What follows belongs to an exercise in optimizing a design on an open flow for small area, a short achievable clock period and few clock cycles per item; a production flow would make more cautious choices.
RTL that was checked went through simulation tests only; none was proved equivalent to the original.
No functional check of the RTL was part of runs 1 and 2.
Power is estimated from default activity; no workload was simulated.

==> flow/design.v <==
module qspi_lmx_xpose (
    input  wire        clk,
    input  wire        rst,
    input  wire        cfg_we,
    input  wire [4:0]  cfg_addr,
    input  wire [31:0] cfg_wdata,
    input  wire        start,
    output wire        busy,
    output reg         done,
    output reg  [14:0] xfer_len,
    output reg         warn_clamped,
    output reg         warn_mismatch,
    output reg         warn_all_empty,
    output reg         mem_req_valid,
    input  wire        mem_req_ready,
    output reg  [29:0] mem_req_addr,
    input  wire        mem_rsp_valid,
    input  wire [31:0] mem_rsp_data,
    output reg         out_valid,
    input  wire        out_ready,
    output reg  [31:0] out_data
);
    integer j, k;
    reg [31:0] lane_ptr    [0:3];
    reg [31:0] lane_len    [0:3];
    reg [31:0] lane_pad    [0:3];
    reg [1:0]  lane_padlen [0:3];    
    reg [2:0]  lane_count;
    reg        busy_q;
    assign busy = busy_q;
    wire        wr_ok = cfg_we & ~busy_q & ~start;
    wire [31:0] wdat  = rst ? 32'd0 : cfg_wdata;
    wire [1:0]  wpl   = rst ? 2'd0  : cfg_wdata[1:0] - 2'd1;
    always @(posedge clk) begin
        for (j = 0; j < 4; j = j + 1) begin
            if (rst | (wr_ok & (cfg_addr == {1'b0, j[1:0], 2'd0}))) lane_ptr[j]    <= wdat;
            if (rst | (wr_ok & (cfg_addr == {1'b0, j[1:0], 2'd1}))) lane_len[j]    <= wdat;
            if (rst | (wr_ok & (cfg_addr == {1'b0, j[1:0], 2'd2}))) lane_pad[j]    <= wdat;
            if (rst | (wr_ok & (cfg_addr == {1'b0, j[1:0], 2'd3}))) lane_padlen[j] <= wpl;
        end
        if (rst | (wr_ok & (cfg_addr == 5'd16))) lane_count <= wdat[2:0];
    end
    reg [3:0]  used;
    reg [3:0]  over;
    reg [3:0]  el;            
    reg [14:0] cl  [0:3];     
    reg [14:0] cu  [0:3];     
    reg [1:0]  eo  [0:3];     
    reg [1:0]  key [0:3];
    reg [1:0]  rank [0:3];
    reg [1:0]  nlast_c;
    reg [7:0]  perm_c;
    always @(*) begin
        used[0] = |lane_count;
        used[1] = lane_count[2] | lane_count[1];
        used[2] = lane_count[2] | (lane_count[1] & lane_count[0]);
        used[3] = lane_count[2];
        for (j = 0; j < 4; j = j + 1) begin
            over[j] = (|lane_len[j][31:15]) | (lane_len[j][14] & (|lane_len[j][13:0]));
            el[j]   = used[j] & (|lane_len[j]);
            cl[j]   = over[j] ? 15'd16384 : lane_len[j][14:0];
            cu[j]   = used[j] ? cl[j] : 15'd0;
            eo[j]   = lane_ptr[j][1:0] + cl[j][1:0];
            key[j]  = eo[j] - 2'd1;
        end
        nlast_c = 2'd3;
        for (j = 0; j < 4; j = j + 1)
            if (~el[j]) nlast_c = nlast_c - 2'd1;
        for (j = 0; j < 4; j = j + 1) begin
            rank[j] = 2'd0;
            for (k = 0; k < 4; k = k + 1)
                if (k != j && el[k] && ((key[k] > key[j]) || ((key[k] == key[j]) && k < j)))
                    rank[j] = rank[j] + 2'd1;
        end
        perm_c = 8'd0;
        for (k = 0; k < 4; k = k + 1)
            for (j = 0; j < 4; j = j + 1)
                if (el[j] && rank[j] == k[1:0]) perm_c[2*k +: 2] = j[1:0];
    end
    wire ge01 = cu[0] >= cu[1];
    wire ge02 = cu[0] >= cu[2];
    wire ge03 = cu[0] >= cu[3];
    wire ge12 = cu[1] >= cu[2];
    wire ge13 = cu[1] >= cu[3];
    wire ge23 = cu[2] >= cu[3];
    wire [3:0] win = {~ge03 & ~ge13 & ~ge23,
                      ~ge02 & ~ge12 &  ge23,
                      ~ge01 &  ge12 &  ge13,
                       ge01 &  ge02 &  ge03};
    wire [14:0] l_calc = ({15{win[0]}} & cu[0]) | ({15{win[1]}} & cu[1])
                       | ({15{win[2]}} & cu[2]) | ({15{win[3]}} & cu[3]);
    reg [12:0] nreg [0:3];
    reg [14:0] nsum;
    always @(posedge clk) begin
        for (j = 0; j < 4; j = j + 1) begin
            nsum    = cl[j] + {13'd0, lane_ptr[j][1:0]} - 15'd1;
            nreg[j] <= nsum[14:2];
        end
    end
    wire start_acc = start & ~busy_q;
    reg [7:0]  perm;
    reg [1:0]  nlast;
    reg [1:0]  eor [0:3];
    reg        init_p;
    reg [14:0] ro;             
    reg [3:0]  idata;          
    reg [1:0]  ph [0:3];       
    reg [31:0] slot0 [0:3];
    reg [31:0] slot1 [0:3];
    reg [3:0]  sv0, sv1, swp, srp;
    reg [1:0]  alloc [0:3];
    reg        scan_act;
    reg [12:0] sm;
    reg [1:0]  sl;
    reg [1:0]  slane;
    wire [1:0]  sl_nx   = (sl == nlast) ? 2'd0 : sl + 2'd1;
    wire [1:0]  lane_nx = perm[2*sl_nx +: 2];
    wire [13:0] a_d   = {1'b0, nreg[slane]} - {1'b0, sm};
    wire        a_ok  = ~a_d[13];
    reg        b_v;
    reg [1:0]  b_lane;
    reg [12:0] b_d;
    wire [29:0] b_addr = lane_ptr[b_lane][31:2] + {17'd0, b_d};
    reg [1:0]  c_lane;
    reg [1:0]  tq [0:3];
    reg [1:0]  tw, tr;
    reg [2:0]  tcnt;
    wire c_acc  = mem_req_valid & mem_req_ready;
    wire b_go   = b_v & ~alloc[b_lane][1] & (~mem_req_valid | mem_req_ready)
                  & ((tcnt + {2'd0, mem_req_valid}) <= 3'd3);
    wire a_step = scan_act & (~b_v | b_go);
    wire [1:0] rsp_lane = tq[tr];
    reg [3:0]  hv;
    reg [3:0]  pop;
    reg [1:0]  bsel [0:3];
    reg [7:0]  lbyte [0:3];
    reg [7:0]  pbyte [0:3];
    reg [31:0] hw;
    reg        all_rdy;
    reg [31:0] wnext;
    always @(*) begin
        all_rdy = 1'b1;
        for (j = 0; j < 4; j = j + 1) begin
            hv[j]    = srp[j] ? sv1[j] : sv0[j];
            hw       = srp[j] ? slot1[j] : slot0[j];
            bsel[j]  = eor[j] - ro[1:0];
            pbyte[j] = lane_pad[j][8*ph[j] +: 8];
            if (idata[j] & ~hv[j]) all_rdy = 1'b0;
            lbyte[j] = hw[8*bsel[j] +: 8];
        end
        for (j = 0; j < 4; j = j + 1) begin
            if (~used[j])       lbyte[j] = pbyte[0];
            else if (~idata[j]) lbyte[j] = pbyte[j];
        end
        for (k = 0; k < 8; k = k + 1)
            for (j = 0; j < 4; j = j + 1)
                wnext[(3 - k/2) * 8 + (k%2)*4 + j] = lbyte[j][k];
    end
    wire ro_nz = |ro;
    wire load  = busy_q & ~init_p & ro_nz & all_rdy & (~out_valid | out_ready);
    always @(*) begin
        for (j = 0; j < 4; j = j + 1)
            pop[j] = load & idata[j] & ((bsel[j] == 2'd3) | (ro == 15'd1));
    end
    wire [14:0] ro_dec = ro - 15'd1;
    wire [14:0] rx     = init_p ? ro : ro_dec;
    wire        rx_upd = init_p | load;
    reg        mm_done;
    reg        mm_pass;
    reg [5:0]  mm_cnt;
    reg [3:0]  cmax, cmin;
    reg [2:0]  xh, yh;
    reg [1:0]  mcar;
    reg        mnz;
    wire [4:0] mm_idx = mm_pass ? mm_cnt[4:0] : ~mm_cnt[4:0];
    reg  [3:0] mb;
    always @(*) begin
        for (j = 0; j < 4; j = j + 1)
            mb[j] = lane_len[j][mm_idx];
    end
    wire       xk = ~mm_cnt[5] & (|(cmin & mb));
    wire       yk = ~mm_cnt[5] & (|(cmax & mb));
    wire [3:0] msum = {3'd0, yk} + {3'd0, yh[2]} - {3'd0, xh[0]} - {3'd0, xh[2]}
                    + {{2{mcar[1]}}, mcar};
    wire [1:0] mcar_n = msum[2:1];
    wire       mnz_n  = mnz | msum[0];
    wire fin = busy_q & ~init_p & mm_done & ~ro_nz & (~out_valid | out_ready);
    always @(posedge clk) begin
        if (rst) begin
            busy_q         <= 1'b0;
            done           <= 1'b0;
            xfer_len       <= 15'd0;
            warn_clamped   <= 1'b0;
            warn_mismatch  <= 1'b0;
            warn_all_empty <= 1'b0;
            ro             <= 15'd0;
            init_p         <= 1'b0;
            out_valid      <= 1'b0;
            mem_req_valid  <= 1'b0;
            scan_act       <= 1'b0;
            b_v            <= 1'b0;
            tw             <= 2'd0;
            tr             <= 2'd0;
            tcnt           <= 3'd0;
            sv0            <= 4'd0;
            sv1            <= 4'd0;
            swp            <= 4'd0;
            srp            <= 4'd0;
            mm_done        <= 1'b1;
            for (j = 0; j < 4; j = j + 1)
                alloc[j] <= 2'd0;
        end else begin
            done   <= fin;
            init_p <= start_acc;
            if (start_acc) begin
                busy_q         <= 1'b1;
                xfer_len       <= l_calc;
                warn_clamped   <= |(used & over);
                warn_all_empty <= (|lane_count) & ~(|el);
                ro             <= l_calc;
                mm_done        <= 1'b0;
            end else if (fin) begin
                busy_q         <= 1'b0;
            end
            if (init_p) begin
                scan_act <= |xfer_len;
                sm       <= xfer_len[14:2] + {12'd0, xfer_len[1]};
                sl       <= 2'd0;
                slane    <= perm[1:0];
            end else if (a_step) begin
                sl       <= sl_nx;
                slane    <= lane_nx;
                if (sl == nlast) begin
                    if (sm == 13'd0) scan_act <= 1'b0;
                    sm <= sm - 13'd1;
                end
            end
            if (a_step) begin
                b_v    <= a_ok;
                b_lane <= slane;
                b_d    <= a_d[12:0];
            end else if (b_go) begin
                b_v    <= 1'b0;
            end
            if (b_go) begin
                mem_req_valid <= 1'b1;
                mem_req_addr  <= b_addr;
                c_lane        <= b_lane;
            end else if (c_acc) begin
                mem_req_valid <= 1'b0;
            end
            if (c_acc) begin
                tq[tw] <= c_lane;
                tw     <= tw + 2'd1;
            end
            if (mem_rsp_valid)
                tr <= tr + 2'd1;
            tcnt <= tcnt + {2'd0, c_acc} - {2'd0, mem_rsp_valid};
            for (j = 0; j < 4; j = j + 1) begin
                alloc[j] <= alloc[j] + {1'b0, b_go & (b_lane == j[1:0])} - {1'b0, pop[j]};
                if (mem_rsp_valid & (rsp_lane == j[1:0])) begin
                    swp[j] <= ~swp[j];
                    if (swp[j]) sv1[j] <= 1'b1; else sv0[j] <= 1'b1;
                end
                if (pop[j]) begin
                    srp[j] <= ~srp[j];
                    if (srp[j]) sv1[j] <= 1'b0; else sv0[j] <= 1'b0;
                end
            end
            if (load) begin
                out_valid <= 1'b1;
                ro        <= ro_dec;
            end else if (out_ready) begin
                out_valid <= 1'b0;
            end
            if (start_acc) begin
                mm_pass <= 1'b0;
                mm_cnt  <= 6'd0;
                cmax    <= used;
                cmin    <= used;
                xh      <= 3'd0;
                yh      <= 3'd0;
                mcar    <= 2'd0;
                mnz     <= 1'b0;
            end else if (~mm_done) begin
                mm_cnt <= mm_cnt + 6'd1;
                if (~mm_pass) begin
                    if (|(cmax & mb))  cmax <= cmax & mb;
                    if (|(cmin & ~mb)) cmin <= cmin & ~mb;
                    if (mm_cnt == 6'd31) begin
                        mm_pass <= 1'b1;
                        mm_cnt  <= 6'd0;
                    end
                end else begin
                    xh   <= {xh[1:0], xk};
                    yh   <= {yh[1:0], yk};
                    mcar <= mcar_n;
                    mnz  <= mnz_n;
                    if (mm_cnt == 6'd35) begin
                        mm_done       <= 1'b1;
                        warn_mismatch <= ~mcar_n[1] & ((mcar_n != 2'd0) | mnz_n);
                    end
                end
            end
        end
    end
    always @(posedge clk) begin
        if (start_acc) begin
            perm  <= perm_c;
            nlast <= nlast_c;
            for (j = 0; j < 4; j = j + 1) begin
                eor[j]   <= eo[j];
                ph[j]    <= 2'd0;
                idata[j] <= 1'b0;
            end
        end else begin
            if (load)
                for (j = 0; j < 4; j = j + 1)
                    ph[j] <= (ph[j] == lane_padlen[j]) ? 2'd0 : ph[j] + 2'd1;
            for (j = 0; j < 4; j = j + 1)
                if (rx_upd & used[j] & (rx == cl[j])) idata[j] <= 1'b1;
        end
        if (load)
            out_data <= wnext;
        for (j = 0; j < 4; j = j + 1) begin
            if (mem_rsp_valid & (rsp_lane == j[1:0]) & ~swp[j]) slot0[j] <= mem_rsp_data;
            if (mem_rsp_valid & (rsp_lane == j[1:0]) &  swp[j]) slot1[j] <= mem_rsp_data;
        end
    end
endmodule
==> flow/flow/run.sh <==
#!/bin/bash
# Standard ORFS layout, with timing repair aimed well below the clock period.
set -euo pipefail
bash standard.sh SETUP_SLACK_MARGIN=9 finish > flow_make.log 2>&1
==> flow/standard.sh <==
#!/bin/bash
# synth_recipe.tcl (not shown) runs the flow's synth.tcl, then flattens the netlist and writes it again
# the make line also repeats each setting of config.mk as NAME=value (left out here)
make -C /OpenROAD-flow-scripts/flow DESIGN_CONFIG=/design/flow/config.mk WORK_HOME=/design/flow/orfs CLKGATE_MAP_FILE= SYNTH_SCRIPT=/design/flow/synth_recipe.tcl "${@:-finish}"
==> flow/config.mk <==
export PLATFORM = sky130hd
export DESIGN_NAME = qspi_lmx_xpose
export DESIGN_NICKNAME = qspi_lmx_xpose
export VERILOG_FILES = /design/flow/design.v
export SDC_FILE = /design/flow/constraint.sdc
export NUM_CORES = 4
export LEC_CHECK = 0
export CAP_MARGIN = 20
export CORE_MARGIN = 2
export CORE_UTILIZATION = 40
export SLEW_MARGIN = 20
==> flow/constraint.sdc <==
create_clock -name core_clock -period 13.5 [get_ports {clk}]
set_input_delay 2.7000 -clock core_clock [delete_from_list [all_inputs] [get_ports {clk}]]
set_output_delay 2.7000 -clock core_clock [all_outputs]
set_load 0.01 [all_outputs]
==> summary.md, run 1 <==
| Metric | Value |
|---|---|
| Status | `timing/DRC/antenna clean` |
| Max Slew Vio Count | `0` |
| Comb power frac | `30.9%` |
| Clock Power Share | `29.9%` |
| HP Class | `flop to flop` |
| Startpoint Class | `flop` |
| NetSw | `3.08 mW` |
| WS Path Type | `flop to flop` |
| Worst slew margin | `16.7%` |
| CP max FO | `16` |
| First-pass GRT wire length | `217,000 um` |
| VDD IR-drop max | `172 uV` |
| Antenna Nets Post-Route | `0` |
| Post-DP Area | `49,500 um^2` |
| DR iter-0 viols | `3,815` |
| IO Pins | `160` |
| Initial Util | `40.5%` |
| Leakage | `20.4 nW` |
| Share of cells above drive strength 1 | `25.0%` |
| Design area | `57,000 um^2` |
| Post-synth top cells | `edfxtp_1 (797), nand2_1 (328), nor2_1 (216)` |
| P per Cell Area | `163 nW/um^2` |
| Top FF cell, synth | `edfxtp_1` |
| Area delta synth->final | `24.8%` |
| CP Capture Type | `flop` |
| Final hold violation count | `0` |
| RSZ-0062 raised after global routing | `true` |
| Mapped cell area | `45,700 um^2` |
| Gpl congestion | `1.03` |
| Post-Syn Nets | `3,796` |
| Pin count of the biggest net entering global routing | `64` |
| Drt via density | `5.84` |
| Slew @ Worst Pin | `1.24 ns` |
| Vias in the first global route | `30,900` |
| Area leader, netlist | `edfxtp_1` |
| Placed Instances | `5,116` |
| Clock transition at the registers of the reported paths | `0.06 ns` |
| Final Non-Filler Cells | `5,523` |
| Fillers | `9,632` |
| Tmin final | `4.62 ns` |
| Die height | `342 um` |
| Fmax | `217 MHz` |
| CTS Buf Count | `97` |
| Drt total wl | `154,000 um` |
| Initial antenna violation count | `5` |
| Number of synthesized flops with an enable pin | `797` |
| Critical path arrival | `5.23 ns` |
| # DRC | `0` |
| Fin crit share | `34.2%` |
| Gr usage total | `25.6%` |
| Post-Route Setup TNS | `0 ns` |
| Area contributors post-synth | `edfxtp_1 (52%), mux4_2 (8.9%), dfxtp_1 (6.1%)` |
| Cells after Synth | `3,528` |
| Yosys warnings | `19` |
| WHS | `0.495 ns` |
| Vias | `32,200` |
| Drt wl/cell | `27.9 um` |
| Clk buf depth | `3` |
| Max-cap violations | `0` |
| Hold_buf cts | `0` |
| Library cells used by synthesis | `88` |
| Synth top area share | `52.4%` |
| HPWL Detailed | `105,000 um` |
| Mean post-synth cell area | `12.9 um^2` |
| Setup-failing EPs final | `0` |
| Global route overflow | `0` |
| Internal power | `6.18 mW` |
| Count of input and output buffers | `159` |
| Clk_skew | `0.0589 ns` |
| Number of nets in the layout | `4,204` |
| Die Span X | `342 um` |
| Flop pwr share | `39.1%` |
| Async S/R FF share, synth | `0%` |
| Root Buffer | `clkbuf_16` |
| Initial DRT Pass Iterations | `8` |
| Sw Ratio | `33.2%` |
| Row count | `123` |
| Sink Count | `935` |
| Skew-Pair Late Insertion Delay | `0.71 ns` |
| Sequential cell area fraction in the yosys report | `58.5%` |
| Worst EP required | `14.11 ns` |
| CTS tree | `built` |
| Core area | `113,000 um^2` |
| Most numerous cell in the Yosys netlist | `edfxtp_1` |
| Number of synthesized register bits | `935` |
| Htree depth | `3` |
| Die area | `117,000 um^2` |
## cells in the final DEF, fill, tap and decap left out, drive strengths merged, types with 56 or more instances in the layout
cell type	count
nor2b	56
clkbuf	134
mux4	181
xor2	66
edfxtp	797
nand2	329
nor4	63
nor2	216
nor3	74
ha	183
clkdlybuf4s50	158
nand3	97
xnor2	168
buf	295
inv	190
o21ai	183
dfxtp	138
a21oi	128
## layout make-up
class,count,area [um^2],share of cell area (%)
sequential,935,26700,46.9
multi-input combinational,2252,19900,35.0
timing repair buffer,460,4360,7.66
clock buffer,130,2740,4.81
tap,1500,1880,3.29
inverter,190,737,1.29
clock inverter,54,602,1.06
antenna,2,5.00,0.00878
## critical path, cell delays in order, from the launching register on
cell and delay (ns):
edfxtp_1 0.67, nor4_1 0.46, nand2_1 0.18, o21a_4 0.27
nor2_4 0.18, buf_12 0.18, nand2_8 0.07, nor2_4 0.15
inv_2 0.07, ha_4 0.27, nand2_4 0.04, or3_1 0.37
o211ai_1 0.18, nor4_2 0.09, buf_4 0.17, o21bai_4 0.13
buf_6 0.14, or4b_1 0.44, and3_4 0.20, a311oi_2 0.24
## metrics by stage
step	power, mW	worst slack, ns	util [%]
after detailed placement	6.21	7.59	43.8
final	9.26	8.88	50.5
after global placement	6.20	7.73	43.8
after floorplan	5.18	8.40	-
after CTS	9.07	8.87	48.3
after global routing	9.59	8.77	50.5
## power groups by stage
| stage | clock [mW] | combinational [mW] | sequential, mW |
|---|---|---|---|
| 5_1_grt | 2.93 | 3.02 | 3.65 |
| 3_3_place_gp | 0 | 2.51 | 3.69 |
| 3_5_place_dp | 0 | 2.52 | 3.69 |
| 4_1_cts | 2.81 | 2.64 | 3.62 |
| 6_report | 2.77 | 2.86 | 3.62 |
| 2_1_floorplan | 0 | 1.59 | 3.59 |
## path summary, 6_finish.rpt
check,depth (start not counted),from,endpoint,slack (ns)
setup / recovery,19,lane_len[1][2],xfer_len[1],8.88
hold / removal,2,tw[1],tw[1],0.50
setup reg to reg,19,lane_len[1][2],xfer_len[1],8.88
hold reg to reg,2,tw[1],tw[1],0.50
## flip-flops by register name, indices dropped and copies added (netlist names), 6 cells and up, named ones only
name,flops
lane_len,128
lane_pad,128
lane_ptr,128
slot0,128
slot1,128
nreg,52
out_data,32
mem_req_addr,30
ro,15
xfer_len,15
b_d,13
sm,13
alloc,8
eor,8
lane_padlen,8
perm,8
ph,8
tq,8
mm_cnt,6
## kinds of logic after synthesis
family,after synthesis,synth area share (%)
AOI/OAI and AO/OA,560,7.75
buffers and inverters,345,2.86
and+or+nand+nor,1052,11.5
DFF,935,58.5
adders and majority gates,197,5.52
xor gates and xnor gates,234,4.49
muxes,205,9.45
## layer usage
layer  share of wire (%)  global-route usage [%]  vias to the layer above
met5               0.015                       0                        -
met4                 5.4                    11.6                        4
met3                 8.5                    4.43                      360
met2                  46                    40.8                     1556
met1                  40                    34.4                    16200
li1                    -                       -                    14200
## what timing repair did
action                                  4_1_cts  5_1_grt
endpoints found under the setup margin      505      283
cloned                                        8        7
hold endpoints to repair                      0        0
pin swaps                                    42      125
buffers inserted                            100      102
gates resized for setup                     184      287
==> run 2: changes to the inputs <==
==> flow/run.sh (new file) <==
#!/bin/bash
# synth_recipe.tcl (not shown) runs the flow's synth.tcl, then flattens the netlist and writes it again
# the make line also repeats each setting of config.mk as NAME=value (left out here)
make -C /OpenROAD-flow-scripts/flow DESIGN_CONFIG=/design/flow/config.mk WORK_HOME=/design/flow/orfs CLKGATE_MAP_FILE= SYNTH_SCRIPT=/design/flow/synth_recipe.tcl finish
--- a/flow/config.mk
+++ b/flow/config.mk
@@ -8,4 +8,5 @@
 export CAP_MARGIN = 20
 export CORE_MARGIN = 2
 export CORE_UTILIZATION = 40
+export SETUP_SLACK_MARGIN = 5
 export SLEW_MARGIN = 20
removed: flow/flow/run.sh
removed: flow/standard.sh
==> summary.md, run 2 <==
| Metric | Value |
|---|---|
| Number of synthesized register bits | `935 (unchanged)` |
| Fmax | `160 MHz (-26%)` |
| Gr usage total | `25.2% (-0.41 points)` |
| Clk_skew | `0.0776 ns (+0.0187 ns)` |
| Post-synth top cells | `edfxtp_1 (797), nand2_1 (328), nor2_1 (216)` |
| Fin crit share | `46.3% (+12 points)` |
| Fillers | `9,949 (+3.3%)` |
| CP Capture Type | `flop` |
| HP Class | `flop to flop` |
| Die Span X | `342 um (unchanged)` |
| Initial Util | `40.5% (unchanged)` |
| Startpoint Class | `flop` |
| Skew-Pair Late Insertion Delay | `0.74 ns (+0.03 ns)` |
| Initial DRT Pass Iterations | `8 (unchanged)` |
| Vias in the first global route | `29,900 (-3.3%)` |
| Top FF cell, synth | `edfxtp_1` |
| Synth top area share | `52.4% (unchanged)` |
| Status | `timing/DRC/antenna clean` |
| Cells after Synth | `3,528 (unchanged)` |
| Most common cell after layout, fill and taps aside | `edfxtp_1` |
| First-pass GRT wire length | `213,000 um (-1.7%)` |
| Global route overflow | `0 (unchanged)` |
| Slew @ Worst Pin | `1.24 ns (-0.00684 ns)` |
| CTS Buf Count | `100 (+3.1%)` |
| Initial antenna violation count | `6 (+1)` |
| Number of synthesized flops with an enable pin | `797 (unchanged)` |
| # diodes | `0 (-2)` |
| WS Path Type | `flop to flop` |
| Async S/R FF share, synth | `0% (unchanged)` |
| Pin count of the biggest net entering global routing | `58 (-9.4%)` |
| Yosys warnings | `19 (unchanged)` |
| # DRC | `0 (unchanged)` |
| P per Cell Area | `170 nW/um^2 (+4.4%)` |
| Worst slew margin | `17.2% (+0.55 points)` |
| Root Buffer | `clkbuf_16` |
| Mapped cell area | `45,700 um^2 (unchanged)` |
| Leakage | `18.8 nW (-7.8%)` |
| Row count | `123 (unchanged)` |
| Die area | `117,000 um^2 (unchanged)` |
| Most frequent cells in the layout | `edfxtp_1 (797), nand2_1 (328), nor2_1 (207), inv_1 (184), ha_1 (183)` |
| HPWL Detailed | `107,000 um (+1.5%)` |
| Drt via density | `5.79 (-0.81%)` |
| CP max FO | `30 (+14)` |
| DP Worst Slack | `7.42 ns (-0.172 ns)` |
| Core area | `113,000 um^2 (unchanged)` |
| Gpl congestion | `1.03 (-0.49%)` |
| Postcts setup bufs | `0 (-100%)` |
| Post-Syn Nets | `3,796 (unchanged)` |
| Resized cells post-CTS | `0 (-100%)` |
| IO Pins | `160 (unchanged)` |
| VDD IR-drop max | `191 uV (+11%)` |
| Post-Route Setup TNS | `0 ns (unchanged)` |
| Clock transition at the registers of the reported paths | `0.08 ns (+0.02 ns)` |
| Final Non-Filler Cells | `5,316 (-3.7%)` |
| Clk buf depth | `3 (unchanged)` |
| Library cells used by synthesis | `88 (unchanged)` |
| Sink Count | `935 (unchanged)` |
| Placed Instances | `5,124 (+0.16%)` |
| Htree depth | `3 (unchanged)` |
| Drt total wl | `148,000 um (-3.8%)` |
| CTS tree | `built` |
| Critical path arrival | `6.91 ns (+1.68 ns)` |
| Share of cells above drive strength 1 | `13.5% (-11 points)` |
| RSZ-0062 raised after global routing | `false` |
| Setup ws final | `7.24 ns (-1.64 ns)` |
| Antenna Nets Post-Route | `0 (unchanged)` |
| Setup-failing EPs final | `0 (unchanged)` |
| Mean post-synth cell area | `12.9 um^2 (unchanged)` |
| DR iter-0 viols | `3,272 (-14%)` |
| Number of nets in the layout | `3,997 (-4.9%)` |
| Final hold violation count | `0 (unchanged)` |
| Area contributors post-synth | `edfxtp_1 (52%), mux4_2 (8.9%), dfxtp_1 (6.1%)` |
| Max-cap violations | `0 (unchanged)` |
| Hold_buf cts | `0 (unchanged)` |
| Count of input and output buffers | `159 (unchanged)` |
| Max Slew Vio Count | `0 (unchanged)` |
| Tmin final | `6.26 ns (+1.64 ns)` |
| Vias | `30,800 (-4.5%)` |
| Sequential cell area fraction in the yosys report | `58.5% (unchanged)` |
| Most numerous cell in the Yosys netlist | `edfxtp_1` |
| Area leader, netlist | `edfxtp_1` |
| Worst EP required | `14.15 ns (+0.04 ns)` |
| Drt wl/cell | `27.9 um (-0.10%)` |
| Die height | `342 um (unchanged)` |
| Area delta synth->final | `15.9%` |
[run 2: final timing paths]
path / from / to / slack (ns) / cells after the start
max: lane_len[1][8] / ro[1] / 7.24 / 15
min: sv0[0] / sv0[0] / 0.50 / 2
max reg2reg: lane_len[1][8] / ro[1] / 7.24 / 15
min reg2reg: sv0[0] / sv0[0] / 0.50 / 2
[run 2: critical path, stage by stage, from the launching register on]
cell and delay [ns]:
edfxtp_1 0.74, or3_1 0.53, or4_1 0.47, o21a_1 0.43, nor2_2 0.20, buf_4 0.38, nand2_1 0.27, nor2_1 0.39
ha_1 0.37, a221oi_1 0.29, nand3_1 0.19, a221oi_2 0.47, nand3_1 0.34, nor2_1 0.64, nand3_1 0.19, a311oi_1 0.29
[run 2: cells by family after synthesis]
kind of cell | after synthesis | synth area share [%]
buf+inv | 345 | 2.86
fa+ha+maj | 197 | 5.52
compound gates | 560 | 7.75
flops | 935 | 58.5
xor+xnor | 234 | 4.49
mux | 205 | 9.45
simple gates | 1052 | 11.5
[run 2: area by class of cell]
class / instances / area, um^2 / area share, %
Sequential cell: 935 / 26700 / 50.4
Multi-Input combinational cell: 2248 / 17900 / 33.9
Clock buffer: 132 / 2740 / 5.17
Timing Repair Buffer: 254 / 2350 / 4.45
Tap cell: 1500 / 1880 / 3.55
Inverter: 190 / 713 / 1.35
Clock inverter: 57 / 631 / 1.19
[run 2: per-stage QoR]
stage	util (%)	total power, mW	hold slack (ns)	instance area, um^2
floorplan	-	5.18	0.424	45700
global placement	43.9	6.20	0.485	49500
CTS	46.9	8.98	0.494	52900
detailed placement	43.9	6.22	0.491	49500
finish	46.9	8.98	0.499	52900
global route	46.9	9.31	0.518	52900
[run 2: routing by layer]
metal / vias to the layer above / track usage [%] / share of wire, %
met5: - / 0 / 0.047
met3: 310 / 4.32 / 7.3
li1: 13700 / - / -
met1: 15400 / 33.7 / 41
met4: 4 / 11.7 / 5.1
met2: 1314 / 40.1 / 46
[run 2: report_power, final]
part / leakage (nW) / switching, mW / internal (mW)
sequential: 8.62 / 0.194 / 3.44
clock: 1.62 / 1.20 / 1.56
combinational: 8.58 / 1.58 / 0.999
==> run 3: changes to the inputs <==
--- a/flow/design.v
+++ b/flow/design.v
@@ -21,6 +21,19 @@
     output reg  [31:0] out_data
 );
     integer j, k;
+    function ge15;
+        input [14:0] a, b;
+        reg g, l;
+        integer i;
+        begin
+            g = 1'b0; l = 1'b0;
+            for (i = 0; i < 15; i = i + 1) begin
+                g = (a[i] & ~b[i]) | (~(~a[i] & b[i]) & g);
+                l = (~a[i] & b[i]) | (~(a[i] & ~b[i]) & l);
+            end
+            ge15 = ~l;
+        end
+    endfunction
     reg [31:0] lane_ptr    [0:3];
     reg [31:0] lane_len    [0:3];
     reg [31:0] lane_pad    [0:3];
@@ -40,16 +53,24 @@
         end
         if (rst | (wr_ok & (cfg_addr == 5'd16))) lane_count <= wdat[2:0];
     end
+    reg [5:0]  ge_r;          
+    reg [14:0] cu  [0:3];     
+    wire [3:0] win = {~ge_r[2] & ~ge_r[4] & ~ge_r[5],
+                      ~ge_r[1] & ~ge_r[3] &  ge_r[5],
+                      ~ge_r[0] &  ge_r[3] &  ge_r[4],
+                       ge_r[0] &  ge_r[1] &  ge_r[2]};
+    wire [14:0] l_calc = ({15{win[0]}} & cu[0]) | ({15{win[1]}} & cu[1])
+                       | ({15{win[2]}} & cu[2]) | ({15{win[3]}} & cu[3]);
     reg [3:0]  used;
     reg [3:0]  over;
     reg [3:0]  el;            
     reg [14:0] cl  [0:3];     
-    reg [14:0] cu  [0:3];     
     reg [1:0]  eo  [0:3];     
     reg [1:0]  key [0:3];
     reg [1:0]  rank [0:3];
     reg [1:0]  nlast_c;
     reg [7:0]  perm_c;
+    reg [14:0] pc  [0:3];     
     always @(*) begin
         used[0] = |lane_count;
         used[1] = lane_count[2] | lane_count[1];
@@ -61,7 +82,8 @@
             cl[j]   = over[j] ? 15'd16384 : lane_len[j][14:0];
             cu[j]   = used[j] ? cl[j] : 15'd0;
             eo[j]   = lane_ptr[j][1:0] + cl[j][1:0];
-            key[j]  = eo[j] - 2'd1;
+            key[j]  = eo[j] - l_calc[1:0];
+            pc[j]   = cl[j] + {13'd0, lane_ptr[j][1:0]};
         end
         nlast_c = 2'd3;
         for (j = 0; j < 4; j = j + 1)
@@ -77,32 +99,23 @@
             for (j = 0; j < 4; j = j + 1)
                 if (el[j] && rank[j] == k[1:0]) perm_c[2*k +: 2] = j[1:0];
     end
-    wire ge01 = cu[0] >= cu[1];
-    wire ge02 = cu[0] >= cu[2];
-    wire ge03 = cu[0] >= cu[3];
-    wire ge12 = cu[1] >= cu[2];
-    wire ge13 = cu[1] >= cu[3];
-    wire ge23 = cu[2] >= cu[3];
-    wire [3:0] win = {~ge03 & ~ge13 & ~ge23,
-                      ~ge02 & ~ge12 &  ge23,
-                      ~ge01 &  ge12 &  ge13,
-                       ge01 &  ge02 &  ge03};
-    wire [14:0] l_calc = ({15{win[0]}} & cu[0]) | ({15{win[1]}} & cu[1])
-                       | ({15{win[2]}} & cu[2]) | ({15{win[3]}} & cu[3]);
-    reg [12:0] nreg [0:3];
-    reg [14:0] nsum;
+    reg [7:0]  perm;          
+    reg [1:0]  nlast;
+    reg [1:0]  eor [0:3];
+    reg [14:0] preg [0:3];
     always @(posedge clk) begin
+        ge_r  <= {ge15(cu[2], cu[3]), ge15(cu[1], cu[3]), ge15(cu[1], cu[2]),
+                  ge15(cu[0], cu[3]), ge15(cu[0], cu[2]), ge15(cu[0], cu[1])};
+        nlast <= nlast_c;
         for (j = 0; j < 4; j = j + 1) begin
-            nsum    = cl[j] + {13'd0, lane_ptr[j][1:0]} - 15'd1;
-            nreg[j] <= nsum[14:2];
+            eor[j]  <= eo[j];
+            preg[j] <= pc[j];
         end
     end
     wire start_acc = start & ~busy_q;
-    reg [7:0]  perm;
-    reg [1:0]  nlast;
-    reg [1:0]  eor [0:3];
-    reg        init_p;
+    reg  init1, init2;        
     reg [14:0] ro;             
+    reg [14:0] rm1;            
     reg [3:0]  idata;          
     reg [1:0]  ph [0:3];       
     reg [31:0] slot0 [0:3];
@@ -110,13 +123,16 @@
     reg [3:0]  sv0, sv1, swp, srp;
     reg [1:0]  alloc [0:3];
     reg        scan_act;
-    reg [12:0] sm;
+    reg [15:0] sr;             
+    reg        slast;          
     reg [1:0]  sl;
     reg [1:0]  slane;
     wire [1:0]  sl_nx   = (sl == nlast) ? 2'd0 : sl + 2'd1;
     wire [1:0]  lane_nx = perm[2*sl_nx +: 2];
-    wire [13:0] a_d   = {1'b0, nreg[slane]} - {1'b0, sm};
-    wire        a_ok  = ~a_d[13];
+    wire [15:0] sr_nx   = sr - 16'd4;
+    wire [15:0] a_diff = {1'b0, preg[slane]} - sr;
+    wire [3:0]  a_top  = {sr[2], sr[2:0]} + {2'b00, a_diff[1:0]};
+    wire        a_ok   = ~a_diff[15] & (~slast | (~a_top[3] & (a_top != 4'd0)));
     reg        b_v;
     reg [1:0]  b_lane;
     reg [12:0] b_d;
@@ -157,14 +173,13 @@
                 wnext[(3 - k/2) * 8 + (k%2)*4 + j] = lbyte[j][k];
     end
     wire ro_nz = |ro;
-    wire load  = busy_q & ~init_p & ro_nz & all_rdy & (~out_valid | out_ready);
+    wire load  = busy_q & ~init1 & ~init2 & ro_nz & all_rdy & (~out_valid | out_ready);
     always @(*) begin
         for (j = 0; j < 4; j = j + 1)
-            pop[j] = load & idata[j] & ((bsel[j] == 2'd3) | (ro == 15'd1));
+            pop[j] = load & idata[j] & ((bsel[j] == 2'd3) | ~(|rm1));
     end
-    wire [14:0] ro_dec = ro - 15'd1;
-    wire [14:0] rx     = init_p ? ro : ro_dec;
-    wire        rx_upd = init_p | load;
+    wire [14:0] rx     = init2 ? ro : rm1;
+    wire        rx_upd = init2 | load;
     reg        mm_done;
     reg        mm_pass;
     reg [5:0]  mm_cnt;
@@ -184,7 +199,7 @@
                     + {{2{mcar[1]}}, mcar};
     wire [1:0] mcar_n = msum[2:1];
     wire       mnz_n  = mnz | msum[0];
-    wire fin = busy_q & ~init_p & mm_done & ~ro_nz & (~out_valid | out_ready);
+    wire fin = busy_q & ~init1 & ~init2 & mm_done & ~ro_nz & (~out_valid | out_ready);
     always @(posedge clk) begin
         if (rst) begin
             busy_q         <= 1'b0;
@@ -194,7 +209,8 @@
             warn_mismatch  <= 1'b0;
             warn_all_empty <= 1'b0;
             ro             <= 15'd0;
-            init_p         <= 1'b0;
+            init1          <= 1'b0;
+            init2          <= 1'b0;
             out_valid      <= 1'b0;
             mem_req_valid  <= 1'b0;
             scan_act       <= 1'b0;
@@ -210,35 +226,43 @@
             for (j = 0; j < 4; j = j + 1)
                 alloc[j] <= 2'd0;
         end else begin
-            done   <= fin;
-            init_p <= start_acc;
+            done  <= fin;
+            init1 <= start_acc;
+            init2 <= init1;
             if (start_acc) begin
-                busy_q         <= 1'b1;
+                busy_q  <= 1'b1;
+                mm_done <= 1'b0;
+            end else if (fin) begin
+                busy_q  <= 1'b0;
+            end
+            if (init1) begin
                 xfer_len       <= l_calc;
+                ro             <= l_calc;
                 warn_clamped   <= |(used & over);
                 warn_all_empty <= (|lane_count) & ~(|el);
-                ro             <= l_calc;
-                mm_done        <= 1'b0;
-            end else if (fin) begin
-                busy_q         <= 1'b0;
+            end else if (load) begin
+                ro             <= rm1;
             end
-            if (init_p) begin
-                scan_act <= |xfer_len;
-                sm       <= xfer_len[14:2] + {12'd0, xfer_len[1]};
+            if (init1) begin
+                scan_act <= |l_calc;
+                sr       <= {1'b0, l_calc};
+                slast    <= ~(|l_calc[14:1]);
                 sl       <= 2'd0;
-                slane    <= perm[1:0];
+                slane    <= perm_c[1:0];
+                perm     <= perm_c;
             end else if (a_step) begin
                 sl       <= sl_nx;
                 slane    <= lane_nx;
                 if (sl == nlast) begin
-                    if (sm == 13'd0) scan_act <= 1'b0;
-                    sm <= sm - 13'd1;
+                    if (slast) scan_act <= 1'b0;
+                    sr    <= sr_nx;
+                    slast <= sr_nx[15] | ~(|sr_nx[14:1]);
                 end
             end
             if (a_step) begin
                 b_v    <= a_ok;
                 b_lane <= slane;
-                b_d    <= a_d[12:0];
+                b_d    <= a_diff[14:2];
             end else if (b_go) begin
                 b_v    <= 1'b0;
             end
@@ -269,7 +293,6 @@
             end
             if (load) begin
                 out_valid <= 1'b1;
-                ro        <= ro_dec;
             end else if (out_ready) begin
                 out_valid <= 1'b0;
             end
@@ -306,10 +329,7 @@
     end
     always @(posedge clk) begin
         if (start_acc) begin
-            perm  <= perm_c;
-            nlast <= nlast_c;
             for (j = 0; j < 4; j = j + 1) begin
-                eor[j]   <= eo[j];
                 ph[j]    <= 2'd0;
                 idata[j] <= 1'b0;
             end
@@ -320,6 +340,10 @@
             for (j = 0; j < 4; j = j + 1)
                 if (rx_upd & used[j] & (rx == cl[j])) idata[j] <= 1'b1;
         end
+        if (init2)
+            rm1 <= ro - 15'd1;
+        else if (load)
+            rm1 <= rm1 - 15'd1;
         if (load)
             out_data <= wnext;
         for (j = 0; j < 4; j = j + 1) begin
==> flow/flow/run.sh (new file) <==
#!/bin/bash
# Standard ORFS layout, with timing repair aimed well below the clock period.
set -euo pipefail
bash standard.sh SETUP_SLACK_MARGIN=9 finish > flow_make.log 2>&1
==> flow/standard.sh (new file) <==
#!/bin/bash
# synth_recipe.tcl (not shown) runs the flow's synth.tcl, then flattens the netlist and writes it again
# the make line also repeats each setting of config.mk as NAME=value (left out here)
make -C /OpenROAD-flow-scripts/flow DESIGN_CONFIG=/design/flow/config.mk WORK_HOME=/design/flow/orfs CLKGATE_MAP_FILE= SYNTH_SCRIPT=/design/flow/synth_recipe.tcl "${@:-finish}"
--- a/flow/config.mk
+++ b/flow/config.mk
@@ -8,5 +8,4 @@
 export CAP_MARGIN = 20
 export CORE_MARGIN = 2
 export CORE_UTILIZATION = 40
-export SETUP_SLACK_MARGIN = 5
 export SLEW_MARGIN = 20
removed: flow/run.sh
==> summary.md, run 3 <==
| Metric | Value |
|---|---|
| IO Pins | `160 (unchanged)` |
| Post-Syn Nets | `3,485 (-8.2%)` |
| Top FF cell, synth | `edfxtp_1` |
| Htree depth | `3 (unchanged)` |
| R2r setup slk | `8.59 ns (+1.35 ns)` |
| Library cells used by synthesis | `87 (-1.1%)` |
| Async S/R FF share, synth | `0% (unchanged)` |
| Setup-failing EPs final | `0 (unchanged)` |
| Worst reg2reg path endpoint | `slane[0]` |
| Most frequent cells in the layout | `edfxtp_1 (806), nand2_1 (277), nor2_1 (239), buf_4 (230), mux4_2 (182)` |
| Setup ws final | `8.59 ns (+1.35 ns)` |
| Met2 usage | `40.8% (+0.73 points)` |
| DR iter-0 viols | `3,706 (+13%)` |
| Row count | `122 (-0.81%)` |
| Global route overflow | `0 (unchanged)` |
| Post-DP Area | `48,300 um^2 (-2.4%)` |
| Number of synthesized register bits | `961 (+2.8%)` |
| WHS Endpoint | `warn_clamped` |
| Final Non-Filler Cells | `5,245 (-1.3%)` |
| Mapped cell area | `44,400 um^2 (-2.9%)` |
| Final hold violation count | `0 (unchanged)` |
| Die area | `114,000 um^2 (-2.8%)` |
| Most common cell after layout, fill and taps aside | `edfxtp_1` |
| Die height | `337 um (-1.4%)` |
| Max Slew Vio Count | `0 (unchanged)` |
| Synth top area share | `54.6% (+2.2 points)` |
| Core area | `110,000 um^2 (-2.2%)` |
| Initial DRT Pass Iterations | `6 (-2)` |
| Drt total wl | `148,000 um (+0.24%)` |
| Worst slew margin | `17.9% (+0.69 points)` |
| Vias in the first global route | `29,700 (-0.85%)` |
| M3 GR Usage | `6.10% (+1.8 points)` |
| Post-synth top cells | `edfxtp_1 (806), nand2_1 (288), nor2_1 (259)` |
| Skew-Pair Late Insertion Delay | `0.75 ns (about the same)` |
| Pin count of the biggest net entering global routing | `67 (+16%)` |
| Critical path's most frequent cell | `ha_4` |
| Yosys warnings | `20 (+1)` |
| Post-Route Setup TNS | `0 ns (unchanged)` |
| Clock transition at the registers of the reported paths | `0.06 ns (-0.02 ns)` |
| # DRC | `0 (unchanged)` |
| Vias | `30,400 (-1.2%)` |
| Initial antenna violation count | `7 (+1)` |
| Peak per-stage delay on the critical path | `0.56 ns (-0.18 ns)` |
| Worst reg2reg startpoint | `lane_len[2][1]` |
| Area leader, netlist | `edfxtp_1` |
| RSZ-0062 raised after global routing | `true` |
| DP Worst Slack | `7.30 ns (-0.117 ns)` |
| Mean post-synth cell area | `13.4 um^2 (+3.3%)` |
| VDD IR-drop max | `116 uV (-39%)` |
| CP max FO | `4 (-87%)` |
| Clk_skew | `0.0824 ns (+0.00480 ns)` |
| Antenna Nets Post-Route | `0 (unchanged)` |
| Sequential cell area fraction in the yosys report | `61.6% (+3.1 points)` |
| Sink Count | `961 (+2.8%)` |
| Initial Util | `40.2% (-0.29 points)` |
| Fin crit share | `36.4% (-10 points)` |
| Number of nets in the layout | `3,833 (-4.1%)` |
| CTS tree | `built` |
| Gpl congestion | `0.983 (-4.2%)` |
| Cells after Synth | `3,318 (-6.0%)` |
| Die Span X | `337 um (-1.4%)` |
| Worst EP required | `13.88 ns (-0.27 ns)` |
| Drt wl/cell | `28.3 um (+1.6%)` |
| Drt via density | `5.80 (+0.18%)` |
| Root Buffer | `clkbuf_16` |
| WS Path Type | `flop to flop` |
| Status | `timing/DRC/antenna clean` |
| GRT busiest layer | `met2` |
| Design area | `54,400 um^2 (+2.7%)` |
| HPWL Detailed | `97,200 um (-8.9%)` |
| Max-cap violations | `0 (unchanged)` |
| Cells on worst reg2reg path | `23 (+8)` |
| First-pass GRT wire length | `212,000 um (-0.71%)` |
| P per Cell Area | `151 nW/um^2 (-11%)` |
| Critical path arrival | `5.29 ns (-1.62 ns)` |
| CP Capture Type | `flop` |
| Met1 GRT Util | `34.6% (+0.91 points)` |
| CP max-delay cell | `fa_2` |
| Share of cells above drive strength 1 | `22.3% (+8.7 points)` |
| Gr usage total | `26.0% (+0.79 points)` |
| Number of synthesized flops with an enable pin | `806 (+1.1%)` |
| Area delta synth->final | `22.6%` |
| Most numerous cell in the Yosys netlist | `edfxtp_1` |
| Area contributors post-synth | `edfxtp_1 (55%), mux4_2 (9.2%), dfxtp_1 (7.0%)` |
| CTS Buf Count | `103 (+3.0%)` |
| Placed Instances | `4,879 (-4.8%)` |
| Startpoint Class | `flop` |
| Leakage | `18.6 nW (-1.0%)` |
| HP Start | `warn_clamped` |
| Fmax | `204 MHz (+27%)` |
| HP Class | `flop to flop` |
| Hold path depth | `2 (unchanged)` |
| Slew @ Worst Pin | `1.23 ns (-0.0117 ns)` |
| Worst path cell trace | `nor4_4, nand4_1, buf_6, a2111oi_4, clkbuf_16, nand2_8, inv_4, ha_4, inv_2, fa_2, xor2_2, xnor2_2, inv_2, ha_4, o21a_1, o21ai_2, ha_4, nor3_2, a31oi_1, nor2_1, o21ai_2, nand2_1, o211ai_1` |
| Count of input and output buffers | `159 (unchanged)` |
| Clk buf depth | `3 (unchanged)` |
| Tmin final | `4.91 ns (-1.35 ns)` |
==> run 3: cell count changes after synthesis, moves of 31 or more <==
cell,change
inv_1,-52
a22oi_1,+35
ha_1,-103
nand2_1,-40
xnor2_1,-37
nor2_1,+43
clkbuf_1,+31
==> run 3: worst max-delay path by stage <==
stage | start | endpoint | cells past startpoint
5_1_grt | lane_len[2][1] | slane[0] | 23
3_3_place_gp | lane_len[3][7] | slane[0] | 20
2_1_floorplan | cfg_addr[3] | lane_ptr[1][0] | 2
4_1_cts | lane_len[2][4] | slane[0] | 24
6_report | lane_len[2][1] | slane[0] | 23
3_5_place_dp | lane_len[3][7] | slane[0] | 20
==> run 3: final cells by class <==
type | count | area, um^2
Antenna cell | 2 | 5.00
Sequential cell | 961 | 27300
Clock buffer | 125 | 2710
Timing Repair Buffer | 431 | 4060
Inverter | 140 | 546
Tap cell | 1488 | 1860
Clock inverter | 69 | 823
Fill cell | 9450 | 56000
Multi-Input combinational cell | 2029 | 17000
==> run 3: where the power goes <==
| part | leakage, nW | internal, mW | switching, mW |
|---|---|---|---|
| Clock | 1.69 | 1.66 | 1.26 |
| Sequential | 8.82 | 3.48 | 0.150 |
| Combinational | 8.11 | 0.713 | 0.958 |
| Total | 18.6 | 5.86 | 2.36 |
==> run 3: timing repair <==
action                     in CTS  in global routing
gates resized for setup       164                 54
pin swaps                      60                 37
setup endpoints to repair     377                299
hold buffers                    0                  0
setup buffers                 118                 40
cloned                         10                  0
==> run 3: worst max-delay path, delay by kind of cell, from the launching register on <==
kind                       cells  cell delay [ns]
adders and majority gates      4             1.15
and+or+nand+nor                6             1.05
AOI/OAI and AO/OA              6             1.02
buffers and inverters          5             0.58
DFF                            1             0.46
xor gates and xnor gates       2             0.34
==> run 3: logic make-up (layout without fill, tap and decap cells) <==
group	Yosys count	count (layout)	synth area share [%]
other	0	2	0
and+or+nand+nor	920	921	9.81
DFF	961	961	61.6
adders and majority gates	96	96	2.87
muxes	222	222	10.2
xor gates and xnor gates	197	197	3.89
buffers and inverters	333	765	3.10
AOI/OAI and AO/OA	589	593	8.57
==> run 3: metal layers <==
layer,routed length (um),vias to the layer above
met5,50,-
met3,13100,381
met1,60100,15300
met4,7020,8
li1,-,13200
met2,68200,1452
==> run 3: stage by stage <==
stage	total power, mW	hold WS [ns]	util [%]
CTS	8.19	0.483	48.7
detailed placement	5.15	0.470	43.8
finish	8.22	0.475	49.2
global placement	5.15	0.466	43.8
floorplan	4.57	0.424	-
global route	8.50	0.500	49.2
Testbench counts of run 3, summed over its fixed seeds: cycles 10,019, items 7,883.
==> run 4: changes to the inputs <==
--- a/flow/config.mk
+++ b/flow/config.mk
@@ -7,5 +7,7 @@
 export LEC_CHECK = 0
 export CAP_MARGIN = 20
 export CORE_MARGIN = 2
-export CORE_UTILIZATION = 40
+export CORE_UTILIZATION = 60
+export CTS_BUF_LIST = sky130_fd_sc_hd__clkbuf_4 sky130_fd_sc_hd__clkbuf_8
+export CTS_CLUSTER_SIZE = 30
 export SLEW_MARGIN = 20
==> summary.md, run 4 <==
| Metric | Value |
|---|---|
| CP max FO | `8 (+4)` |
| Startpoint Class | `flop` |
| HP Start | `xfer_len[0]` |
| Count of input and output buffers | `159 (unchanged)` |
| Drt via density | `6.66 (+15%)` |
| Area contributors post-synth | `edfxtp_1 (55%), mux4_2 (9.2%), dfxtp_1 (7.0%)` |
| Cells on worst reg2reg path | `25 (+8.7%)` |
| Register area | `27,300 um^2 (about the same)` |
| Drt wl/cell | `30.3 um (+7.0%)` |
| P per Cell Area | `148 nW/um^2 (-2.3%)` |
| Clock transition at the registers of the reported paths | `0.06 ns (about the same)` |
| Synth top area share | `54.6% (unchanged)` |
| Pin count of the biggest net entering global routing | `68 (+1.5%)` |
| Critical path arrival | `5.44 ns (+0.15 ns)` |
| Multi-input logic area | `17,000 um^2 (about the same)` |
| Number of synthesized register bits | `961 (unchanged)` |
| Slew @ Worst Pin | `1.23 ns (+0.00419 ns)` |
| DP Worst Slack | `7.41 ns (+0.112 ns)` |
| Die height | `276 um (-18%)` |
| Pwr Total | `7.84 mW (-4.6%)` |
| Drt total wl | `145,000 um (-2.5%)` |
| CTS tree | `built` |
| WHS Endpoint | `xfer_len[0]` |
| Die Span X | `276 um (-18%)` |
| First-pass GRT wire length | `205,000 um (-3.0%)` |
| Root Buffer | `clkbuf_8` |
| Post-synth top cells | `edfxtp_1 (806), nand2_1 (288), nor2_1 (259)` |
| Hold path depth | `2 (unchanged)` |
| Antenna Nets Post-Route | `0 (unchanged)` |
| Most numerous cell in the Yosys netlist | `edfxtp_1` |
| Area delta synth->final | `19.7%` |
| Vias in the first global route | `31,300 (+5.6%)` |
| Tmin final | `4.82 ns (-0.0879 ns)` |
| VDD IR-drop max | `116 uV (-0.42%)` |
| Most frequent cells in the layout | `edfxtp_1 (806), nand2_1 (277), nor2_1 (241), buf_4 (212), mux4_2 (183)` |
| Worst reg2reg path endpoint | `perm[0]` |
| Number of synthesized flops with an enable pin | `806 (unchanged)` |
| Setup-failing EPs final | `0 (unchanged)` |
| Leakage | `18.5 nW (-0.61%)` |
| Initial Util | `60.7% (+20 points)` |
| Worst slew margin | `17.6% (-0.28 points)` |
| Most common cell after layout, fill and taps aside | `edfxtp_1` |
| Share of cells above drive strength 1 | `23.2% (+0.90 points)` |
| IO Pins | `160 (unchanged)` |
| Async S/R FF share, synth | `0% (unchanged)` |
| Global route overflow | `0 (unchanged)` |
| Yosys warnings | `20 (unchanged)` |
| Fmax | `207 MHz (+1.8%)` |
| Post-DP Area | `47,600 um^2 (-1.5%)` |
| Number of nets in the layout | `3,860 (+0.70%)` |
| Final hold violation count | `0 (unchanged)` |
| Cells after Synth | `3,318 (unchanged)` |
| Gpl congestion | `1.01 (+3.1%)` |
| Clk_skew | `0.0602 ns (-0.0221 ns)` |
| RSZ-0062 raised after global routing | `true` |
| Vias | `31,900 (+4.8%)` |
| Htree depth | `4 (+1)` |
| Design area | `53,100 um^2 (-2.4%)` |
| Post-Syn Nets | `3,485 (unchanged)` |
| Initial DRT Pass Iterations | `19 (+13)` |
| Gr usage total | `37.8% (+12 points)` |
| Sequential cell area fraction in the yosys report | `61.6% (unchanged)` |
| DR iter-0 viols | `4,179 (+13%)` |
| Clk buf depth | `3 (unchanged)` |
| CTS Buf Count | `153 (+49%)` |
| R2r setup slk | `8.68 ns (+0.09 ns)` |
| Die area | `76,100 um^2 (-33%)` |
| Mapped cell area | `44,400 um^2 (unchanged)` |
| CP Capture Type | `flop` |
| WS Path Type | `flop to flop` |
| # DRC | `0 (unchanged)` |
| Max Slew Vio Count | `0 (unchanged)` |
| Status | `timing/DRC/antenna clean` |
| Fillers | `4,753 (-50%)` |
| HP Class | `flop to flop` |
| Worst EP required | `14.11 ns (+0.23 ns)` |
| Setup ws final | `8.68 ns (+0.0879 ns)` |
| Row count | `99 (-19%)` |
| Fin crit share | `35.7% (-0.65 points)` |
| Initial antenna violation count | `11 (+4)` |
| Post-Route Setup TNS | `0 ns (unchanged)` |
| Area leader, netlist | `edfxtp_1` |
| WHS | `0.474 ns (-0.000746 ns)` |
| Core area | `73,100 um^2 (-34%)` |
| Worst reg2reg startpoint | `lane_len[2][1]` |
| HPWL Detailed | `93,800 um (-3.5%)` |
| Max-cap violations | `0 (unchanged)` |
| Top FF cell, synth | `edfxtp_1` |
| Mean post-synth cell area | `13.4 um^2 (unchanged)` |
| Sink Count | `961 (unchanged)` |
| Library cells used by synthesis | `87 (unchanged)` |
| Skew-Pair Late Insertion Delay | `0.85 ns (+0.10 ns)` |
run 4: cell counts after synthesis:
No cell type changed its count.
run 4: critical path: stages (launching register included):
cell	delay, ns
edfxtp_1	0.48
nor4_4	0.33
nand4_1	0.12
buf_4	0.18
a2111oi_4	0.41
clkbuf_16	0.24
buf_12	0.15
nand2_8	0.08
nor2_4	0.16
a22oi_2	0.09
nand2_4	0.12
buf_6	0.11
buf_6	0.09
ha_4	0.14
xor2_4	0.16
xnor2_2	0.16
ha_1	0.31
a21oi_2	0.17
nand2_1	0.08
nand2_2	0.10
ha_4	0.25
and3_4	0.20
o21ai_4	0.17
o21ai_2	0.08
buf_4	0.14
buf_6	0.10
run 4: worst max-delay path by stage:
stage	start	endpoint
4_1_cts	lane_len[2][4]	slane[0]
6_report	lane_len[2][1]	perm[0]
3_3_place_gp	lane_len[1][1]	slane[0]
3_5_place_dp	lane_len[1][1]	slane[0]
2_1_floorplan	cfg_addr[3]	lane_ptr[1][0]
5_1_grt	lane_len[2][1]	slane[0]
run 4: through the flow:
| step | instances | util, % |
|---|---|---|
| after global routing | 4779 | 72.6 |
| after CTS | 4727 | 71.3 |
| after floorplan | 3318 | - |
| final | 4782 | 72.6 |
| after detailed placement | 4346 | 65.1 |
| after global placement | 4346 | 65.1 |
run 4: final cells by class:
type | instances | share of cell area (%)
flip-flops and latches | 961 | 51.5
multi-input cells | 2026 | 32.1
repair buffers | 411 | 7.19
clock buffers | 212 | 4.94
well taps | 959 | 2.26
clock inverters | 67 | 1.00
inverters | 140 | 0.995
diodes | 6 | 0.0283
run 4: per-layer routing:
layer	share of wire [%]	vias to the layer above	global-route usage (%)
li1	-	13300	-
met1	36	15900	49.1
met2	46	2158	58.4
met3	11	488	8.94
met4	6.7	4	22.5
met5	0.015	-	0
run 4: repair_timing:
item                                    4_1_cts  5_1_grt
pin swaps                                    56       52
cloned                                        3        4
gates resized for setup                     146       84
buffers inserted                             99       38
hold buffers                                  0        0
endpoints found under the setup margin      255      190
run 4: cell families (layout without fill, tap and decap cells):
kind of cell	after synthesis	after routing	synth area share, %
compound gates	589	590	8.57
xor+xnor	197	197	3.89
fa+ha+maj	96	96	2.87
buf+inv	333	830	3.10
flops	961	961	61.6
mux	222	222	10.2
other cells	0	6	0
simple gates	920	921	9.81
run 4: where the power goes:
part	internal [mW]	switching [mW]	total, mW
Combinational	0.676	0.970	1.65
Clock	1.34	1.20	2.55
Sequential	3.49	0.161	3.65
==> run 5: changes to the inputs <==
--- a/flow/design.v
+++ b/flow/design.v
@@ -59,12 +59,19 @@
                       ~ge_r[1] & ~ge_r[3] &  ge_r[5],
                       ~ge_r[0] &  ge_r[3] &  ge_r[4],
                        ge_r[0] &  ge_r[1] &  ge_r[2]};
-    wire [14:0] l_calc = ({15{win[0]}} & cu[0]) | ({15{win[1]}} & cu[1])
-                       | ({15{win[2]}} & cu[2]) | ({15{win[3]}} & cu[3]);
+    wire [14:0] l_calc = ({15{win[0]}} & cuf[0]) | ({15{win[1]}} & cuf[1])
+                       | ({15{win[2]}} & cuf[2]) | ({15{win[3]}} & cuf[3]);
+    wire [1:0]  l_lo   = ({2{win[0]}} & culo_r[0]) | ({2{win[1]}} & culo_r[1])
+                       | ({2{win[2]}} & culo_r[2]) | ({2{win[3]}} & culo_r[3]);
     reg [3:0]  used;
     reg [3:0]  over;
     reg [3:0]  el;            
     reg [14:0] cl  [0:3];     
+    reg [14:0] clf [0:3];     
+    reg [14:0] cuf [0:3];
+    reg [3:0]  over_r;        
+    reg [1:0]  eor [0:3];
+    reg [1:0]  culo_r [0:3];
     reg [1:0]  eo  [0:3];     
     reg [1:0]  key [0:3];
     reg [1:0]  rank [0:3];
@@ -81,9 +88,11 @@
             el[j]   = used[j] & (|lane_len[j]);
             cl[j]   = over[j] ? 15'd16384 : lane_len[j][14:0];
             cu[j]   = used[j] ? cl[j] : 15'd0;
+            clf[j]  = over_r[j] ? 15'd16384 : lane_len[j][14:0];
+            cuf[j]  = used[j] ? clf[j] : 15'd0;
             eo[j]   = lane_ptr[j][1:0] + cl[j][1:0];
-            key[j]  = eo[j] - l_calc[1:0];
-            pc[j]   = cl[j] + {13'd0, lane_ptr[j][1:0]};
+            key[j]  = eor[j] - l_lo;
+            pc[j]   = clf[j] + {13'd0, lane_ptr[j][1:0]};
         end
         nlast_c = 2'd3;
         for (j = 0; j < 4; j = j + 1)
@@ -101,12 +110,14 @@
     end
     reg [7:0]  perm;          
     reg [1:0]  nlast;
-    reg [1:0]  eor [0:3];
     reg [14:0] preg [0:3];
     always @(posedge clk) begin
         ge_r  <= {ge15(cu[2], cu[3]), ge15(cu[1], cu[3]), ge15(cu[1], cu[2]),
                   ge15(cu[0], cu[3]), ge15(cu[0], cu[2]), ge15(cu[0], cu[1])};
         nlast <= nlast_c;
+        over_r <= over;
+        for (j = 0; j < 4; j = j + 1)
+            culo_r[j] <= cu[j][1:0];
         for (j = 0; j < 4; j = j + 1) begin
             eor[j]  <= eo[j];
             preg[j] <= pc[j];
@@ -121,7 +132,10 @@
     reg [31:0] slot0 [0:3];
     reg [31:0] slot1 [0:3];
     reg [3:0]  sv0, sv1, swp, srp;
-    reg [1:0]  alloc [0:3];
+    reg [1:0]  bsel [0:3];
+    reg [1:0]  alloc [0:3];    
+    reg [7:0]  stash [0:3];    
+    reg [3:0]  stv;            
     reg        scan_act;
     reg [15:0] sr;             
     reg        slast;          
@@ -142,13 +156,22 @@
     reg [1:0]  tw, tr;
     reg [2:0]  tcnt;
     wire c_acc  = mem_req_valid & mem_req_ready;
-    wire b_go   = b_v & ~alloc[b_lane][1] & (~mem_req_valid | mem_req_ready)
+    reg  [3:0] room;
+    always @(*) begin
+        for (j = 0; j < 4; j = j + 1)
+            room[j] = ~alloc[j][1] | (~alloc[j][0] & ~stv[j] & idata[j] & (bsel[j] == 2'd3));
+    end
+    wire b_go   = b_v & room[b_lane] & (~mem_req_valid | mem_req_ready)
                   & ((tcnt + {2'd0, mem_req_valid}) <= 3'd3);
     wire a_step = scan_act & (~b_v | b_go);
     wire [1:0] rsp_lane = tq[tr];
+    reg  [3:0] early;
+    always @(*) begin
+        for (j = 0; j < 4; j = j + 1)
+            early[j] = (swp[j] ? sv1[j] : sv0[j]) & ~pop[j];
+    end
     reg [3:0]  hv;
     reg [3:0]  pop;
-    reg [1:0]  bsel [0:3];
     reg [7:0]  lbyte [0:3];
     reg [7:0]  pbyte [0:3];
     reg [31:0] hw;
@@ -219,6 +242,7 @@
             tr             <= 2'd0;
             tcnt           <= 3'd0;
             sv0            <= 4'd0;
+            stv            <= 4'd0;
             sv1            <= 4'd0;
             swp            <= 4'd0;
             srp            <= 4'd0;
@@ -285,10 +309,14 @@
                 if (mem_rsp_valid & (rsp_lane == j[1:0])) begin
                     swp[j] <= ~swp[j];
                     if (swp[j]) sv1[j] <= 1'b1; else sv0[j] <= 1'b1;
+                    if (early[j]) stv[j] <= 1'b1;
                 end
                 if (pop[j]) begin
                     srp[j] <= ~srp[j];
-                    if (srp[j]) sv1[j] <= 1'b0; else sv0[j] <= 1'b0;
+                    stv[j] <= 1'b0;
+                    if (~stv[j] & ~(mem_rsp_valid & (rsp_lane == j[1:0]) & (swp[j] == srp[j]))) begin
+                        if (srp[j]) sv1[j] <= 1'b0; else sv0[j] <= 1'b0;
+                    end
                 end
             end
             if (load) begin
@@ -338,7 +366,7 @@
                 for (j = 0; j < 4; j = j + 1)
                     ph[j] <= (ph[j] == lane_padlen[j]) ? 2'd0 : ph[j] + 2'd1;
             for (j = 0; j < 4; j = j + 1)
-                if (rx_upd & used[j] & (rx == cl[j])) idata[j] <= 1'b1;
+                if (rx_upd & used[j] & (rx == clf[j])) idata[j] <= 1'b1;
         end
         if (init2)
             rm1 <= ro - 15'd1;
@@ -347,8 +375,13 @@
         if (load)
             out_data <= wnext;
         for (j = 0; j < 4; j = j + 1) begin
-            if (mem_rsp_valid & (rsp_lane == j[1:0]) & ~swp[j]) slot0[j] <= mem_rsp_data;
-            if (mem_rsp_valid & (rsp_lane == j[1:0]) &  swp[j]) slot1[j] <= mem_rsp_data;
+            if (mem_rsp_valid & (rsp_lane == j[1:0]) & ~swp[j]) slot0[j][23:0] <= mem_rsp_data[23:0];
+            if (mem_rsp_valid & (rsp_lane == j[1:0]) &  swp[j]) slot1[j][23:0] <= mem_rsp_data[23:0];
+            if (mem_rsp_valid & (rsp_lane == j[1:0]) & ~swp[j] & ~early[j]) slot0[j][31:24] <= mem_rsp_data[31:24];
+            if (mem_rsp_valid & (rsp_lane == j[1:0]) &  swp[j] & ~early[j]) slot1[j][31:24] <= mem_rsp_data[31:24];
+            if (mem_rsp_valid & (rsp_lane == j[1:0]) & early[j]) stash[j] <= mem_rsp_data[31:24];
+            if (pop[j] & stv[j] & ~srp[j]) slot0[j][31:24] <= stash[j];
+            if (pop[j] & stv[j] &  srp[j]) slot1[j][31:24] <= stash[j];
         end
     end
 endmodule
==> flow/flow/run.sh (replaced) <==
#!/bin/bash
# Standard ORFS layout, with faster port buffers and timing repair aimed
# well below the clock period.
set -euo pipefail
bash standard.sh SETUP_SLACK_MARGIN=9 "BUFFER_PORTS_ARGS=-buffer_cell sky130_fd_sc_hd__buf_4" finish > flow_make.log 2>&1
==> summary.md, run 5 <==
| Metric | Value |
|---|---|
| Most common cell after layout, fill and taps aside | `edfxtp_1` |
| Number of synthesized register bits | `1,017 (+5.8%)` |
| Post-Syn Nets | `3,700 (+6.2%)` |
| Library cells used by synthesis | `77 (-11%)` |
| RSZ-0062 raised after global routing | `true` |
| HP Class | `flop to flop` |
| Max Slew Vio Count | `0 (unchanged)` |
| Area contributors post-synth | `edfxtp_1 (53%), mux4_2 (8.7%), dfxtp_1 (7.6%)` |
| Drt total wl | `154,000 um (+6.2%)` |
| Sequential cell area fraction in the yosys report | `60.9% (-0.71 points)` |
| Initial antenna violation count | `10 (-1)` |
| Post-synth top cells | `edfxtp_1 (838), nand2_1 (269), nor2_1 (236)` |
| Die height | `285 um (+3.2%)` |
| Clock transition at the registers of the reported paths | `0.06 ns (about the same)` |
| WHS | `0.460 ns (-0.0142 ns)` |
| HPWL Detailed | `106,000 um (+13%)` |
| Yosys warnings | `24 (+20%)` |
| Setup-failing EPs final | `0 (unchanged)` |
| Most frequent cells in the layout | `edfxtp_1 (838), buf_4 (268), nand2_1 (267), nor2_1 (230), mux4_2 (182)` |
| CP max FO | `14 (+6)` |
| Design area | `54,100 um^2 (+1.9%)` |
| Gpl congestion | `1.05 (+3.4%)` |
| Clk buf depth | `3 (unchanged)` |
| Mapped cell area | `47,200 um^2 (+6.5%)` |
| Sink Count | `1,017 (+5.8%)` |
| Slew @ Worst Pin | `1.24 ns (+0.00637 ns)` |
| Vias | `33,400 (+4.7%)` |
| Cells on worst reg2reg path | `10 (-60%)` |
| Fin crit share | `32.9% (-2.8 points)` |
| Initial Util | `60.8% (+0.093 points)` |
| P per Cell Area | `145 nW/um^2 (-1.9%)` |
| Row count | `102 (+3.0%)` |
| Global route overflow | `0 (unchanged)` |
| # DRC | `0 (unchanged)` |
| Critical path arrival | `5.18 ns (-0.26 ns)` |
| Antenna Nets Post-Route | `0 (unchanged)` |
| Gr usage total | `37.7% (-0.12 points)` |
| Max-cap violations | `0 (unchanged)` |
| Die Span X | `285 um (+3.2%)` |
| Area leader, netlist | `edfxtp_1` |
| Top FF cell, synth | `edfxtp_1` |
| Mean post-synth cell area | `13.4 um^2 (+0.11%)` |
| Cells after Synth | `3,530 (+6.4%)` |
| CTS Buf Count | `162 (+5.9%)` |
| Status | `timing/DRC/antenna clean` |
| Most numerous cell in the Yosys netlist | `edfxtp_1` |
| Worst EP required | `14.24 ns (+0.13 ns)` |
| Number of synthesized flops with an enable pin | `838 (+4.0%)` |
| Area delta synth->final | `14.5%` |
## run 5: final timing paths
kind | start | to
worst max-delay path | lane_len[0][11] | ge_r[0]
worst min-delay path | xfer_len[14] | xfer_len[14]
worst min register to register | xfer_len[14] | xfer_len[14]
worst max register to register | lane_len[0][11] | ge_r[0]
## run 5: area by class of cell
class,instances,share of cell area (%)
repair buffers,280,4.10
multi-input cells,2171,32.8
diodes,2,0.00925
clock inverters,82,1.62
well taps,1040,2.41
flip-flops and latches,1017,53.1
clock buffers,211,4.87
inverters,152,1.05
## run 5: cell families (layout without fill, tap and decap cells)
logic type,count (synthesis),in the layout,share of synthesized area [%]
and+or+nand+nor,950,950,9.84
xor gates and xnor gates,199,199,3.71
AOI/OAI and AO/OA,608,608,8.34
buffers and inverters,342,725,2.77
muxes,317,317,11.8
other,0,2,0
DFF,1017,1017,60.9
adders and majority gates,97,97,2.73
## run 5: layer usage
| layer | part of all wire [%] | GRT usage, % |
|---|---|---|
| met4 | 6.2 | 20.4 |
| met3 | 11 | 9.21 |
| met2 | 46 | 58.6 |
| met1 | 37 | 49.2 |
| met5 | 0.048 | 0 |
## run 5: report_power, final
part / internal [mW] / switching [mW] / total [mW]
registers: 3.63 / 0.179 / 3.81
logic: 0.482 / 0.730 / 1.21
clock network: 1.54 / 1.28 / 2.82
## run 5: worst max-delay path, stage by stage, from the launching register on
cell and delay (ns):
edfxtp_1 0.76, nor4_2 0.49, a41oi_2 0.37, nor3_1 1.02
nand2_1 0.53, o22ai_1 0.34, nor2_1 0.08, a221oi_1 0.25
nor2_1 0.11, o21a_1 0.24, o21bai_1 0.16
## run 5: repair_timing
item | CTS | global route
pin swaps | 0 | 3
hold endpoints to repair | 0 | 0
gates resized for setup | 16 | 25
cloned | 1 | 3
setup buffers | 4 | 9
setup endpoints to repair | 20 | 28
## run 5: stage by stage
stage | setup WS (ns) | cells
floorplan | 8.73 | 3530
global placement | 8.34 | 4640
detailed placement | 8.26 | 4642
global route | 8.90 | 4954
CTS | 8.90 | 4940
finish | 9.06 | 4955
Testbench counts of run 5, summed over its fixed seeds: cycles 9,529, items 7,883.

Setup slack of run 5, layout unchanged: 9.055 ns with ideal ports, 9.033 ns with driving cells assumed (clock clkbuf_16, inputs buf_2), 8.238 ns with port delays also shifted by the 0.896 ns mid clock arrival.
